Source: an optimization exercise on an open RTL-to-GDS flow (aim: a short achievable clock period and few clock cycles). Production flows keep margins and buffers that such runs may drop.
RTL that was checked went through simulation tests only; none was proved equivalent to the original.

==> inputs of run a <==
Design pcodec, start of the top module:
module pcodec (
  input  wire        clk,
  input  wire        rst,
  input  wire        start,
  input  wire [7:0]  op,
  input  wire [19:0] a_len,
  input  wire [19:0] out_cap,
  output wire        busy,
  output reg         done,
  output reg         fatal,
  output reg  [3:0]  err,
  output reg  [19:0] err_off,
  output reg  [19:0] out_len,
  output wire        in_re,
  output wire [19:0] in_addr,
  input  wire [7:0]  in_rdata,
  output reg         out_we,
  output reg  [19:0] out_addr,
  output reg  [7:0]  out_wdata
);
  localparam [7:0] OP_COMPRESS   = 8'h01;
  localparam [7:0] OP_DECOMPRESS = 8'h02;
  localparam [3:0] E_UNK_TYPE     = 4'd3;
  localparam [3:0] E_UNK_OPCODE   = 4'd4;
  localparam [3:0] E_TRUNC_STREAM = 4'd5;
  localparam [3:0] E_TRUNC_INSTR  = 4'd6;
  localparam [3:0] E_CAPACITY     = 4'd7;
  localparam [3:0] E_BAD_CMD      = 4'd8;
  reg        busy_r;
  reg        m_comp;       
  reg        m_dec;        
  reg [19:0] cap;
  reg        rd_stop;      
  assign busy = busy_r;
  wire go = start & ~busy_r;
  reg        in_re_r;      
  reg        in_re_o;      
  reg [19:0] rd_addr;
  reg [19:0] rd_left;      
  reg        rd_more;      
  reg        rd_zero;      
  reg        rdv;          
  reg        r_v;          
  reg [7:0]  r_byte;
  reg [7:0]  r_dif;        
  reg [7:0]  pb;           
  reg [4:0]  occ;          
  assign in_re   = in_re_o;
  assign in_addr = rd_addr;
  reg [127:0] fb;          
  reg [15:0]  fe;          
  reg [15:0]  fr;          
  reg [15:0]  vld;         
  reg [7:0]   lastd;
  reg [3:0]   streak;      
  wire [7:0] b0 = fb[7:0];
  wire [7:0] b1 = fb[15:8];
  wire all_in = rd_zero & ~rdv & ~r_v;
  wire pop;                 
  wire pop2;                
  reg        w1_we;
  reg [20:0] w1_addr;
  reg [7:0]  w1_data;
  reg        w1_ok;        
  ...
clock: 10.0 ns
lec_check: 0
abc_clock_period_in_ps: 3000
cap_margin: 20
core_margin: 2
core_utilization: 72
place_density: 0.8
setup_slack_margin: 5
slew_margin: 20
standard.sh (not shown) runs the stock make flow with config.mk's settings and CLKGATE_MAP_FILE= SYNTH_SCRIPT=/design/flow/synth_recipe.tcl, a recipe that flattens the netlist after the stock synthesis.
==> flow/flow/run.sh <==
#!/bin/bash
set -euo pipefail
bash standard.sh SETUP_SLACK_MARGIN=7 finish > standard.log 2>&1
==> run b (differences from run a) <==
--- a/flow/design.v
+++ b/flow/design.v
@@ -25,50 +25,50 @@
   localparam [3:0] E_TRUNC_STREAM = 4'd5;
   localparam [3:0] E_TRUNC_INSTR  = 4'd6;
   localparam [3:0] E_CAPACITY     = 4'd7;
   localparam [3:0] E_BAD_CMD      = 4'd8;
   reg        busy_r;
   reg        m_comp;       
   reg        m_dec;        
   reg [19:0] cap;
+  reg        fin_pend;     
+  reg        fin_fatal;
+  reg [3:0]  fin_err;
+  reg [19:0] fin_off;
   reg        rd_stop;      
   assign busy = busy_r;
   wire go = start & ~busy_r;
-  reg        in_re_r;      
-  reg        in_re_o;      
+  reg        in_re_r;
   reg [19:0] rd_addr;
   reg [19:0] rd_left;      
   reg        rd_more;      
   reg        rd_zero;      
   reg        rdv;          
   reg        r_v;          
   reg [7:0]  r_byte;
   reg [7:0]  r_dif;        
   reg [7:0]  pb;           
   reg [4:0]  occ;          
-  assign in_re   = in_re_o;
+  assign in_re   = in_re_r;
   assign in_addr = rd_addr;
   reg [127:0] fb;          
   reg [15:0]  fe;          
   reg [15:0]  fr;          
   reg [15:0]  vld;         
   reg [7:0]   lastd;
   reg [3:0]   streak;      
   wire [7:0] b0 = fb[7:0];
   wire [7:0] b1 = fb[15:8];
   wire all_in = rd_zero & ~rdv & ~r_v;
   wire pop;                 
   wire pop2;                
   reg        w1_we;
   reg [20:0] w1_addr;
   reg [7:0]  w1_data;
-  reg        w1_ok;        
-  reg [21:0] room;         
-  reg        n0;           
   localparam [1:0] P_ANCH = 2'd0, P_CAND = 2'd1, P_RUN = 2'd2, P_BRK = 2'd3;
   reg [1:0]  pst;
   reg        c_end;        
   reg [20:0] opos;         
   reg        dopen;        
   reg [20:0] hdr_pos;      
   reg [15:0] dlen;
   reg        dfull;        
@@ -165,67 +165,62 @@
     else if (hw_on && hw_k == 2'd0)
       sa <= hdr_pos + 21'd1;
     else if (kk[2])
       sa <= cpos;
     else if (kk[7])
       sa <= sa + 21'd3;
     else
       sa <= sa + 21'd1;
+    out_addr  <= m_dec ? o : w1_addr[19:0];
+    out_wdata <= m_dec ? cur_val : w1_data;
     rd_addr   <= go ? 20'd0 : rd_addr + {19'd0, in_re_r};
   end
   wire [7:0] r_d = r_dif;
   wire       r_e = (r_d == lastd);
   wire       r_f = r_e & (streak >= 4'd9);
   integer i;
-  wire r_le  = ~room[21];                           
-  wire r_lt  = ~room[21] & (room[20:0] != 21'd0);   
-  wire r_lt3 = ~room[21] & (room[20:2] != 19'd0);   
   always @(posedge clk) begin
-    w1_we   = 1'b0;
-    w1_ok   = r_le;
-    w1_addr = opos;
-    w1_data = b0;
     if (rst) begin
       busy_r   <= 1'b0;
       m_comp   <= 1'b0;
       m_dec    <= 1'b0;
       done     <= 1'b0;
       fatal    <= 1'b0;
       err      <= 4'd0;
       err_off  <= 20'd0;
       out_len  <= 20'd0;
       out_we   <= 1'b0;
+      fin_pend <= 1'b0;
       in_re_r  <= 1'b0;
-      in_re_o  <= 1'b0;
       rdv      <= 1'b0;
       r_v      <= 1'b0;
+      w1_we    <= 1'b0;
       vld      <= 16'd0;
       occ      <= 5'd0;
       rd_left  <= 20'd0;
       rd_more  <= 1'b0;
       rd_zero  <= 1'b1;
       rd_stop  <= 1'b1;
       hw_on    <= 1'b0;
     end else begin
+      out_we    <= w1_we & (w1_addr < {1'b0, cap});
+      w1_we     <= 1'b0;
       rdv    <= in_re_r & ~go;
       r_v    <= rdv & ~go;
       r_byte <= in_rdata;
       r_dif  <= in_rdata - pb;
-      if (go) pb <= 8'd0;
-      else if (rdv) pb <= in_rdata;
+      if (rdv) pb <= in_rdata;
       if (in_re_r) begin
         rd_left <= rd_left - 20'd1;
         rd_more <= (rd_left > 20'd2);
         rd_zero <= ~rd_more;
       end
       in_re_r <= ~rd_stop & ~e_capfail & (in_re_r ? rd_more : ~rd_zero) &
                  (({1'b0, occ} + {5'd0, in_re_r}) <= 6'd15);
-      in_re_o <= ~rd_stop & ~e_capfail & (in_re_o ? rd_more : ~rd_zero) &
-                 (({1'b0, occ} + {5'd0, in_re_o}) <= 6'd15);
       occ <= pop2 ? occ_m2 : pop ? occ_m1 : occ_m0;
       for (i = 0; i < 16; i = i + 1) begin
         if (pop2) begin
           if (i < 14 && vld[i+2]) begin
             fb[i*8 +: 8] <= fb[(i+2)*8 +: 8];
             fe[i] <= fe[i+2];
             fr[i] <= fr[i+2];
           end else begin
@@ -255,140 +250,139 @@
         3'b010: vld <= {1'b0, vld[15:1]};
         3'b001: vld <= {vld[14:0], 1'b1};
         default: ;
       endcase
       if (r_v) begin
         lastd  <= r_d;
         streak <= !r_e ? 4'd0 : (streak >= 4'd10) ? 4'd10 : streak + 4'd1;
       end
+      if (fin_pend) begin
+        fin_pend <= 1'b0;
+        busy_r   <= 1'b0;
+        m_comp   <= 1'b0;
+        m_dec    <= 1'b0;
+        done     <= 1'b1;
+        fatal    <= fin_fatal;
+        err      <= fin_err;
+        err_off  <= fin_off;
+        if (m_comp) begin
+          if (opos > {1'b0, cap}) begin
+            fatal   <= 1'b1;
+            err     <= E_CAPACITY;
+            err_off <= 20'd0;
+            out_len <= 20'd0;
+          end else
+            out_len <= opos[19:0];
+        end else
+          out_len <= fin_fatal ? 20'd0 : o;
+      end
       if (c_take) begin
         case (pst)
           P_ANCH: begin
             if (c_code) begin
               pst    <= P_RUN;
               rcnt   <= 16'd1;
               kk     <= 9'b000000010;
               rstart <= b0;
               rdelta <= b1 - b0;
               cpos   <= opos;
               opos   <= opos + 21'd8;
-              room   <= room - 22'd8;
               opos3  <= opos3 + 21'd8;
               hval   <= dopen;
               dopen  <= 1'b0;
               if (dopen) begin
-                w1_we = 1'b1;
-                w1_addr = hdr_pos;
-                w1_data = 8'h00;
+                w1_we   <= 1'b1;
+                w1_addr <= hdr_pos;
+                w1_data <= 8'h00;
               end
             end else
               pst <= P_CAND;
           end
           P_CAND: pst <= (vld[1] & fe[1]) ? P_CAND : P_ANCH;
           P_BRK:  pst <= P_ANCH;
           default: begin   
             rcnt  <= c_take2 ? rcnt + 16'd2 : rcnt1;
             kk    <= {kk[7:0], 1'b0};
             if (!r_cont1) pst <= vld[1] ? P_BRK : P_ANCH;
             if (kk[1] && hval) begin
-              w1_we = 1'b1; w1_addr = sa; w1_data = dlen[7:0];
+              w1_we <= 1'b1; w1_addr <= sa; w1_data <= dlen[7:0];
             end
             if (kk[2] && hval) begin
-              w1_we = 1'b1; w1_addr = sa; w1_data = dlen[15:8];
+              w1_we <= 1'b1; w1_addr <= sa; w1_data <= dlen[15:8];
             end
             if (kk[3]) begin
-              w1_we = 1'b1; w1_addr = sa; w1_data = 8'h01;
+              w1_we <= 1'b1; w1_addr <= sa; w1_data <= 8'h01;
             end
             if (kk[4]) begin
-              w1_we = 1'b1; w1_addr = sa; w1_data = 8'h05;
+              w1_we <= 1'b1; w1_addr <= sa; w1_data <= 8'h05;
             end
             if (kk[5]) begin
-              w1_we = 1'b1; w1_addr = sa; w1_data = 8'h00;
+              w1_we <= 1'b1; w1_addr <= sa; w1_data <= 8'h00;
             end
             if (kk[6]) begin
-              w1_we = 1'b1; w1_addr = sa; w1_data = 8'h00;
+              w1_we <= 1'b1; w1_addr <= sa; w1_data <= 8'h00;
             end
             if (kk[7]) begin
-              w1_we = 1'b1; w1_addr = sa; w1_data = rstart;
+              w1_we <= 1'b1; w1_addr <= sa; w1_data <= rstart;
             end
             if (kk[8]) begin
-              w1_we = 1'b1; w1_addr = sa; w1_data = rdelta;
+              w1_we <= 1'b1; w1_addr <= sa; w1_data <= rdelta;
             end
             if (r_cont1 && !r_cont2) begin
-              w1_we = 1'b1; w1_addr = cp5; w1_data = rcnt2;
+              w1_we <= 1'b1; w1_addr <= cp5; w1_data <= rcnt2;
             end
             if (!r_cont1) begin
-              w1_we = 1'b1; w1_addr = cp6; w1_data = rcnt1[15:8];
+              w1_we <= 1'b1; w1_addr <= cp6; w1_data <= rcnt1[15:8];
             end
           end
         endcase
         if (c_lit) begin
-          w1_we = 1'b1;
-          w1_data = b0;
+          w1_we   <= 1'b1;
+          w1_data <= b0;
           if (!dopen) begin
-            w1_addr = opos3;
-            w1_ok   = r_lt3;
-            room    <= room - 22'd4;
+            w1_addr <= opos3;
             hdr_pos <= opos;
             dopen   <= 1'b1;
             dlen    <= 16'd1;
             dfull   <= 1'b0;
             opos    <= opos + 21'd4;
             opos3   <= opos3 + 21'd4;
           end else begin
-            w1_addr = opos;
-            w1_ok   = r_lt;
-            room    <= room - 22'd1;
+            w1_addr <= opos;
             dlen    <= dlen + 16'd1;
             dfull   <= (dlen == 16'd65534);
             opos    <= opos + 21'd1;
             opos3   <= opos3 + 21'd1;
           end
         end
       end
       if (m_comp && !c_end && !hw_on &&
           ((dopen && c_ready && c_split) || (dopen && !vld[0] && all_in) ||
            (c_take && c_lit && !vld[1] && all_in))) begin
         hw_on <= 1'b1;
         hw_k  <= 2'd0;
       end
       if (m_comp && hw_on) begin
-        w1_we = 1'b1;
-        w1_addr = (hw_k == 2'd0) ? hdr_pos : sa;
-        w1_data = (hw_k == 2'd0) ? 8'h00 : (hw_k == 2'd1) ? dlen[7:0] : dlen[15:8];
+        w1_we   <= 1'b1;
+        w1_addr <= (hw_k == 2'd0) ? hdr_pos : sa;
+        w1_data <= (hw_k == 2'd0) ? 8'h00 : (hw_k == 2'd1) ? dlen[7:0] : dlen[15:8];
         hw_k    <= hw_k + 2'd1;
         if (hw_k == 2'd2) begin
           hw_on <= 1'b0;
           dopen <= 1'b0;
         end
       end
-      if (n0) begin
-        n0    <= 1'b0;
-        dopen <= 1'b1;
-        opos  <= 21'd3;
-        opos3 <= 21'd6;
-        room  <= room - 22'd3;
-      end
-      if (m_comp && !n0 && !c_end && !hw_on && !dopen && !vld[0] && all_in) begin
-        c_end   <= 1'b1;
-        rd_stop <= 1'b1;
-        busy_r  <= 1'b0;
-        m_comp  <= 1'b0;
-        done    <= 1'b1;
-        err_off <= 20'd0;
-        if (room[21]) begin
-          fatal   <= 1'b1;
-          err     <= E_CAPACITY;
-          out_len <= 20'd0;
-        end else begin
-          fatal   <= 1'b0;
-          err     <= 4'd0;
-          out_len <= opos[19:0];
-        end
+      if (m_comp && !c_end && !hw_on && !dopen && !vld[0] && all_in) begin
+        c_end     <= 1'b1;
+        fin_pend  <= 1'b1;
+        fin_fatal <= 1'b0;
+        fin_err   <= 4'd0;
+        fin_off   <= 20'd0;
+        rd_stop   <= 1'b1;
       end
       if (m_dec && dst == D_H0 && (dllt3 || dl0)) begin
         if (dl0)
           dst <= D_END;
         else begin
           dst <= D_ERR; perr <= E_TRUNC_STREAM; perr_off <= dpos;
           rd_stop <= 1'b1;
         end
@@ -454,23 +448,23 @@
             srem    <= srem - 16'd5;
             srem1   <= (srem == 16'd6);
             srem5   <= (srem == 16'd10);
             sremlt5 <= (srem < 16'd10);
             dst     <= srem5 ? D_H0 : D_T;
           end
         endcase
       end
-      if (push_it) begin
+      if (push_it && !e_byp) begin
         qv[qt] <= push_lit ? b0 : i_val;
         qd[qt] <= push_lit ? 8'd0 : b0;
         qc[qt] <= push_lit ? 16'd1 : icnt;
         qt     <= qt + 3'd1;
       end
-      if (e_pop || e_byp) qh <= qh + 3'd1;
+      if (e_pop) qh <= qh + 3'd1;
       qn <= qn + {3'd0, push_it & ~e_byp} - {3'd0, e_pop};
       if (m_dec) begin
         out_we    <= e_emit;
         if (e_emit) begin
           o        <= o + 20'd1;
           capleft  <= capleft - 20'd1;
           capz     <= (capleft == 20'd1);
           cur_val  <= cur_val + cur_del;
@@ -517,25 +511,21 @@
         err      <= 4'd0;
         err_off  <= 20'd0;
         out_len  <= 20'd0;
         cap      <= out_cap;
         rd_left  <= a_len;
         rd_more  <= (a_len > 20'd1);
         rd_zero  <= (a_len == 20'd0);
         in_re_r  <= 1'b0;
-        in_re_o  <= 1'b0;
         rd_stop  <= 1'b1;
         occ      <= 5'd0;
         vld      <= 16'd0;
         streak   <= 4'd0;
-        lastd    <= 8'd0;
         c_end    <= 1'b0;
-        n0       <= 1'b0;
-        room     <= {2'b0, out_cap};
         pst      <= P_ANCH;
         opos     <= 21'd0;
         opos3    <= 21'd3;
         dopen    <= 1'b0;
         dlen     <= 16'd0;
         dfull    <= 1'b0;
         hw_on    <= 1'b0;
         hdr_pos  <= 21'd0;
@@ -554,28 +544,27 @@
         o        <= 20'd0;
         capleft  <= out_cap;
         capz     <= (out_cap == 20'd0);
         if (op == OP_COMPRESS) begin
           busy_r  <= 1'b1;
           m_comp  <= 1'b1;
           rd_stop <= 1'b0;
           in_re_r <= (a_len != 20'd0);
-          in_re_o <= (a_len != 20'd0);
-          n0 <= (a_len == 20'd0);
+          if (a_len == 20'd0) begin
+            dopen <= 1'b1;
+            opos  <= 21'd3;
+            opos3 <= 21'd6;
+          end
         end else if (op == OP_DECOMPRESS) begin
           busy_r  <= 1'b1;
           m_dec   <= 1'b1;
           rd_stop <= 1'b0;
           in_re_r <= (a_len != 20'd0);
-          in_re_o <= (a_len != 20'd0);
         end else begin
           done  <= 1'b1;
           fatal <= 1'b1;
           err   <= E_BAD_CMD;
         end
       end
-      if (!m_dec) out_we <= w1_we & w1_ok;
     end
-    out_addr  <= m_dec ? o : w1_addr[19:0];
-    out_wdata <= m_dec ? cur_val : w1_data;
   end
 endmodule
Settings changed: CORE_UTILIZATION 72 to 55, PLACE_DENSITY 0.8 to not set.
==> run c (differences from run a) <==
--- a/flow/design.v
+++ b/flow/design.v
@@ -143,21 +143,25 @@
   wire [15:0] hl = {b0, llo};
   wire h_trunc = (dleft1[20:16] == 5'd0) && (hl > dleft1[15:0]);
   wire [15:0] icnt = {i_chi, i_clo};
   wire push_lit = d_pop & (dst == D_DATA);
   wire push_run = d_pop & (dst == D_D) & (icnt != 16'd0);
   wire push_it  = push_lit | push_run;
   assign pop  = c_take | d_pop;
   assign pop2 = c_take2;
-  wire e_capfail = cur_v & capz;
-  wire e_emit    = cur_v & ~capz;
   wire e_need    = ~cur_v | cur_last;
   wire e_pop     = e_need & (qn != 4'd0);
-  wire e_byp     = e_need & (qn == 4'd0) & push_it;    
+  wire e_take    = e_need & (qn == 4'd0) & push_it;    
+  wire e_dir     = e_take & ~cur_v;
+  wire e_byp     = e_take & cur_v;                     
+  wire e_capfail = (cur_v | e_dir) & capz;
+  wire e_emit    = cur_v & ~capz;
+  wire e_wr      = (cur_v | e_dir) & ~capz;
+  wire [15:0] icnt1 = icnt - 16'd1;
   wire d_fin     = m_dec & ~cur_v & (qn == 4'd0) & ((dst == D_END) | (dst == D_ERR));
   wire [4:0] occ_m0 = occ + {4'd0, in_re_r};
   wire [4:0] occ_m1 = occ_m0 - 5'd1;
   wire [4:0] occ_m2 = occ_m0 - 5'd2;
   always @(posedge clk) begin
     cp5 <= cpos + 21'd5;
     cp6 <= cpos + 21'd6;
     if (c_take && pst == P_ANCH)
@@ -200,16 +204,17 @@
       r_v      <= 1'b0;
       vld      <= 16'd0;
       occ      <= 5'd0;
       rd_left  <= 20'd0;
       rd_more  <= 1'b0;
       rd_zero  <= 1'b1;
       rd_stop  <= 1'b1;
       hw_on    <= 1'b0;
+      kk       <= 9'd0;
     end else begin
       rdv    <= in_re_r & ~go;
       r_v    <= rdv & ~go;
       r_byte <= in_rdata;
       r_dif  <= in_rdata - pb;
       if (go) pb <= 8'd0;
       else if (rdv) pb <= in_rdata;
       if (in_re_r) begin
@@ -460,29 +465,37 @@
         endcase
       end
       if (push_it) begin
         qv[qt] <= push_lit ? b0 : i_val;
         qd[qt] <= push_lit ? 8'd0 : b0;
         qc[qt] <= push_lit ? 16'd1 : icnt;
         qt     <= qt + 3'd1;
       end
-      if (e_pop || e_byp) qh <= qh + 3'd1;
-      qn <= qn + {3'd0, push_it & ~e_byp} - {3'd0, e_pop};
+      if (e_pop || e_take) qh <= qh + 3'd1;
+      qn <= qn + {3'd0, push_it & ~e_take} - {3'd0, e_pop};
       if (m_dec) begin
-        out_we    <= e_emit;
-        if (e_emit) begin
+        out_we    <= e_wr;
+        if (e_wr) begin
           o        <= o + 20'd1;
           capleft  <= capleft - 20'd1;
           capz     <= (capleft == 20'd1);
+        end
+        if (e_emit) begin
           cur_val  <= cur_val + cur_del;
           cur_cnt  <= cur_cnt - 16'd1;
           cur_last <= (cur_cnt == 16'd2);
         end
-        if (e_need) begin
+        if (e_dir) begin
+          cur_v    <= push_run & (icnt != 16'd1);
+          cur_val  <= i_val + b0;
+          cur_del  <= b0;
+          cur_cnt  <= icnt1;
+          cur_last <= (icnt == 16'd2);
+        end else if (e_need) begin
           cur_v <= e_pop | e_byp;
           if (e_pop) begin
             cur_val  <= qv[qh];
             cur_del  <= qd[qh];
             cur_cnt  <= qc[qh];
             cur_last <= (qc[qh] == 16'd1);
           end else begin
             cur_val  <= push_lit ? b0 : i_val;
@@ -524,16 +537,17 @@
         in_re_r  <= 1'b0;
         in_re_o  <= 1'b0;
         rd_stop  <= 1'b1;
         occ      <= 5'd0;
         vld      <= 16'd0;
         streak   <= 4'd0;
         lastd    <= 8'd0;
         c_end    <= 1'b0;
+        kk       <= 9'd0;
         n0       <= 1'b0;
         room     <= {2'b0, out_cap};
         pst      <= P_ANCH;
         opos     <= 21'd0;
         opos3    <= 21'd3;
         dopen    <= 1'b0;
         dlen     <= 16'd0;
         dfull    <= 1'b0;
@@ -571,11 +585,11 @@
           done  <= 1'b1;
           fatal <= 1'b1;
           err   <= E_BAD_CMD;
         end
       end
       if (!m_dec) out_we <= w1_we & w1_ok;
     end
     out_addr  <= m_dec ? o : w1_addr[19:0];
-    out_wdata <= m_dec ? cur_val : w1_data;
+    out_wdata <= !m_dec ? w1_data : cur_v ? cur_val : push_lit ? b0 : i_val;
   end
 endmodule
Settings changed: CORE_UTILIZATION 72 to 65, PLACE_DENSITY 0.8 to not set.
==> run d (differences from run a) <==
--- a/flow/design.v
+++ b/flow/design.v
@@ -205,18 +205,17 @@
       rd_zero  <= 1'b1;
       rd_stop  <= 1'b1;
       hw_on    <= 1'b0;
     end else begin
       rdv    <= in_re_r & ~go;
       r_v    <= rdv & ~go;
       r_byte <= in_rdata;
       r_dif  <= in_rdata - pb;
-      if (go) pb <= 8'd0;
-      else if (rdv) pb <= in_rdata;
+      if (rdv) pb <= in_rdata;
       if (in_re_r) begin
         rd_left <= rd_left - 20'd1;
         rd_more <= (rd_left > 20'd2);
         rd_zero <= ~rd_more;
       end
       in_re_r <= ~rd_stop & ~e_capfail & (in_re_r ? rd_more : ~rd_zero) &
                  (({1'b0, occ} + {5'd0, in_re_r}) <= 6'd15);
       in_re_o <= ~rd_stop & ~e_capfail & (in_re_o ? rd_more : ~rd_zero) &
@@ -522,17 +521,16 @@
         rd_more  <= (a_len > 20'd1);
         rd_zero  <= (a_len == 20'd0);
         in_re_r  <= 1'b0;
         in_re_o  <= 1'b0;
         rd_stop  <= 1'b1;
         occ      <= 5'd0;
         vld      <= 16'd0;
         streak   <= 4'd0;
-        lastd    <= 8'd0;
         c_end    <= 1'b0;
         n0       <= 1'b0;
         room     <= {2'b0, out_cap};
         pst      <= P_ANCH;
         opos     <= 21'd0;
         opos3    <= 21'd3;
         dopen    <= 1'b0;
         dlen     <= 16'd0;
Settings changed: CORE_UTILIZATION 72 to 55, PLACE_DENSITY 0.8 to not set.
==> flow_metrics.tcl <==
set metrics [dict create \
    internal_power_uw 7990 \
    area_growth_pct 18.0 \
    grt_use_met3 0.0604 \
    p_clk_uw 4580 \
    rr_worst_depth 12 \
    initial_utilization 0.555 \
    clock_skew_ps 21.9 \
    p_sw_frac 0.236 \
    hold_slack_ps 458 \
    outcome "timing/DRC/antenna clean" \
    tap_cells 1287 \
    seq_area_frac 0.467 \
    drt-initial-drc-count 4538 \
]
# the run above: run d

==> flow_metrics.tcl <==
set metrics [dict create \
    outcome "timing/DRC/antenna clean" \
    p_sw_frac 0.228 \
    drt-initial-drc-count 4717 \
    p_clk_uw 4760 \
    initial_utilization 0.554 \
    clock_skew_ps 22.1 \
    grt_use_met3 0.0505 \
    rr_worst_depth 14 \
    hold_slack_ps 469 \
]
# the run above: run b

==> flow_metrics.tcl <==
set metrics [dict create \
    outcome "timing/DRC/antenna clean" \
    hold_slack_ps 503 \
    p_clk_uw 4310 \
    path_buf_inv 1 \
    power.leakage_uw 0.0228 \
    rr_worst_depth 13 \
    bufAreaShareNonClock 0.0705 \
    clock_skew_ps 57.2 \
    internal_power_uw 7760 \
    top_layer "met5" \
    dominant_cells "registers" \
    tap_cells 969 \
    p_sw_frac 0.246 \
    area_growth_pct 17.6 \
    seq_area_frac 0.469 \
    grt_use_met3 0.105 \
    r2r-start "i_clo[6]$_DFFE_PP_" \
]
# the run above: run a

==> flow_metrics.tcl <==
set metrics [dict create \
    rr_worst_depth 11 \
    hold_slack_ps 476 \
    area_growth_pct 17.3 \
    clock_skew_ps 28.2 \
    internal_power_uw 7730 \
    postCtsSetupRepairBufs 93 \
    initial_utilization 0.659 \
    outcome "timing/DRC/antenna clean" \
    tap_cells 1134 \
    drt-initial-drc-count 5996 \
    p_sw_frac 0.247 \
]
# the run above: run c

Testbench counts of run b, summed over its fixed seeds: cycles 131,191.
Testbench counts of run c, summed over its fixed seeds: cycles 130,999.
Testbench counts of run d, summed over its fixed seeds: cycles 131,095.
Function not checked in run a: the RTL went through the layout flow alone.

[what the ideal ports hide]
The results above use ideal ports. As a check the final layouts listed here were re-extracted and re-timed, cells and wires unchanged.
Step 1 assumes that a clkbuf_16 drives the clock port and a buf_2 every other input.
Step 2, shift: input delay + t, output delay - t, t = (earliest + latest rising clock arrival at the registers) / 2. This alone moves slack from input paths to output paths.
a / b / c = ideal ports / drivers / drivers and shift; a / b = the first two.
run	t, ns	slack for setup (ns)	worst setup path at the end	worst slew at a driven data input, ns
run a	0.769	6.773 / 6.700 / 6.212	input to register	0.22
run b	0.778	6.688 / 6.611 / 6.123	input to register	0.12
run c	0.753	6.757 / 6.690 / 6.143	input to register	0.27
run d	0.796	6.782 / 6.700 / 6.231	input to register	0.10
After both steps every run listed still meets setup and hold. For run c, which loses most, drivers alone change the setup slack by -0.067 ns; drivers and shift together by -0.614 ns.
